This design comes from an exercise in tuning for small area, a short achievable clock period and few clock cycles per item on the open sky130 flow, not from production work.
Power figures rest on the tool's default switching activity, not on a simulated workload.

Design bms_encoder, start of the top module:
module bms_encoder (
    input  wire        clk,
    input  wire        rst,
    input  wire [7:0]  a_local,
    input  wire        req_valid,
    output wire        req_ready,
    input  wire [2:0]  req_kind,
    input  wire [31:0] req_x0,
    input  wire [31:0] req_x1,
    input  wire [31:0] req_x2,
    input  wire [31:0] req_x3,
    input  wire [31:0] req_x4,
    input  wire [7:0]  req_u0,
    input  wire [7:0]  req_u1,
    input  wire [55:0] req_bitmap,
    output reg         out_valid,
    input  wire        out_ready,
    output reg         out_err,
    output wire [7:0]  out_err_idx,
    output wire [31:0] out_id,
    output wire [63:0] out_data
);
Size: roughly 2100 cells after synthesis, about 350 I/O pins, ~17000 µm² of cells after synthesis.
clock: 12.0 ns
lec_check: 0
cap_margin: 20
core_margin: 2
core_utilization: 40
slew_margin: 20
standard.sh (not shown) runs the stock make flow with config.mk's settings and CLKGATE_MAP_FILE= SYNTH_SCRIPT=/design/flow/synth_recipe.tcl, a recipe that flattens the netlist after the stock synthesis.
==> flow/flow/run.sh <==
#!/bin/bash
# Standard layout, with plain buf_2 cells as the port buffers and timing
# repair aimed at a setup slack of 6 ns.
set -euo pipefail
export BUFFER_PORTS_ARGS="-buffer_cell sky130_fd_sc_hd__buf_2"
export SETUP_SLACK_MARGIN=6
bash standard.sh > standard.log 2>&1
Edit:
--- a/flow/design.v
+++ b/flow/design.v
@@ -166,42 +166,32 @@
             out_go   <= {go0, go1};
         end
     end
     assign out_err_idx = out_reg[7:0];
     wire        o_va = !out_kind[2] && !out_kind[0];
     wire [15:0] lane [0:3];
     wire [3:0]  lc;                          
-    genvar j, i;
+    genvar j;
     generate
         for (j = 0; j < 4; j = j + 1) begin : g_lane
-            wire [15:0] r = out_reg[16*j+15:16*j];
-            wire        g = out_ga[j];
-            wire [2:0]  b2 = {1'b0, r[1:0]} + {2'd0, out_ci[2*j+1]} + {2'd0, out_ci[2*j]};
-            wire        k  = b2[2];
-            wire        t  = k && (&r[7:2]);
-            wire        b8 = r[8] ^ g ^ t;
-            wire        k8 = (r[8] && (g || t)) || (g && t);
-            assign lane[j][2] = r[2] ^ k;
-            for (i = 3; i < 8; i = i + 1) begin : g_lo
-                assign lane[j][i] = r[i] ^ (k && (&r[i-1:2]));
-            end
-            assign lane[j][9] = r[9] ^ k8;
-            for (i = 10; i < 16; i = i + 1) begin : g_hi
-                assign lane[j][i] = r[i] ^ (k8 && (&r[i-1:9]));
-            end
-            assign lane[j][1:0] = b2[1:0];
-            assign lane[j][8]   = b8;
-            assign lc[j] = k8 && (&r[15:9]);
+            wire [15:0] r  = out_reg[16*j+15:16*j];
+            wire        c1 = out_ci[2*j+1], c0 = out_ci[2*j], g = out_ga[j];
+            wire [7:0]  lb = r[7:0] + {7'd0, c1} + {7'd0, c0};
+            wire        t  = (&r[7:1]) && ((r[0] && (c1 || c0)) || (c1 && c0));
+            wire [7:0]  hb = r[15:8] + {7'd0, g} + {7'd0, t};
+            assign lc[j]   = (&r[15:9]) && ((r[8] && (g || t)) || (g && t));
+            assign lane[j] = {hb, lb};
         end
     endgenerate
-    wire [9:0]  r3 = out_reg[57:48], r1 = out_reg[25:16];
-    wire [9:0]  r3a = r3 + 10'd1, r3b = r3 + 10'd2;
-    wire [9:0]  r1a = r1 + 10'd1, r1b = r1 + 10'd2;
-    wire [9:0]  h3 = lc[2] ? (out_go[1] ? r3b : r3a) : (out_go[1] ? r3a : r3);
-    wire [9:0]  h1 = lc[0] ? (out_go[0] ? r1b : r1a) : (out_go[0] ? r1a : r1);
+    wire [1:0]  c32_0 = {1'b0, out_go[1]} + {1'b0, lc[2]};
+    wire [1:0]  c32_1 = {1'b0, out_go[0]} + {1'b0, lc[0]};
+    wire [9:0]  r3a = out_reg[57:48] + 10'd1, r3b = out_reg[57:48] + 10'd2;
+    wire [9:0]  r1a = out_reg[25:16] + 10'd1, r1b = out_reg[25:16] + 10'd2;
+    wire [9:0]  h3 = c32_0[1] ? r3b : c32_0[0] ? r3a : out_reg[57:48];
+    wire [9:0]  h1 = c32_1[1] ? r1b : c32_1[0] ? r1a : out_reg[25:16];
     wire [15:0] l3 = o_va ? {{6{h3[9]}}, h3} : lane[3];
     wire [15:0] l1 = o_va ? {{6{h1[9]}}, h1} : lane[1];
     assign out_data = {l3, lane[2], l1, lane[0]};
     reg [7:0] pt;
     always @(*) begin
         case (out_kind)
             3'd0: pt = 8'd38;
Effect:
- The new run passed the timing, design-rule and antenna checks
- clock-buffer cell count falls by 2
- die area falls slightly
- combinational power barely changes
- sequential cell count does not change
- synthesized cell count falls slightly
- utilization rises by 1.6 points
- register-to-register slack improved by 150 ps
- worst setup slack improved by 200 ps
- worst hold slack got worse by 400 ps
- final area rises slightly
- wire length rises slightly
- via count rises slightly
Function was not checked in any run of this note: the RTL went through the layout flow alone.

re-timing with driven ports:
In the flow no input, the clock included, has a driving cell. The finished layouts below were timed again as built, in two steps. Step 1 sets driving cells, clkbuf_16 on the clock port and buf_2 on the other inputs (assumed; they add their load-dependent delay and slew). Step 2 moves the port delays by t, midway between the first and last clock arrival at a register: inputs arrive t later, outputs are due t later. That takes back most of the time a late clock gives input paths. a / b / c = ideal ports / drivers / drivers and shift; a / b = the first two.
run	t, ns	setup WS [ns]	clock arrival spread, ns	worst register clock-pin slew, ns	worst data-port slew with drivers (ns)
the first run	0.393	5.665 / 5.618 / 5.830	0.012 / 0.011	0.07 / 0.07	0.07
the second run	0.398	5.869 / 5.822 / 5.811	0.011 / 0.011	0.07 / 0.07	0.09
After both steps setup and hold are still met in every run listed. For the second run, which loses most, drivers alone change the setup slack by -0.047 ns; drivers and shift together by -0.058 ns.
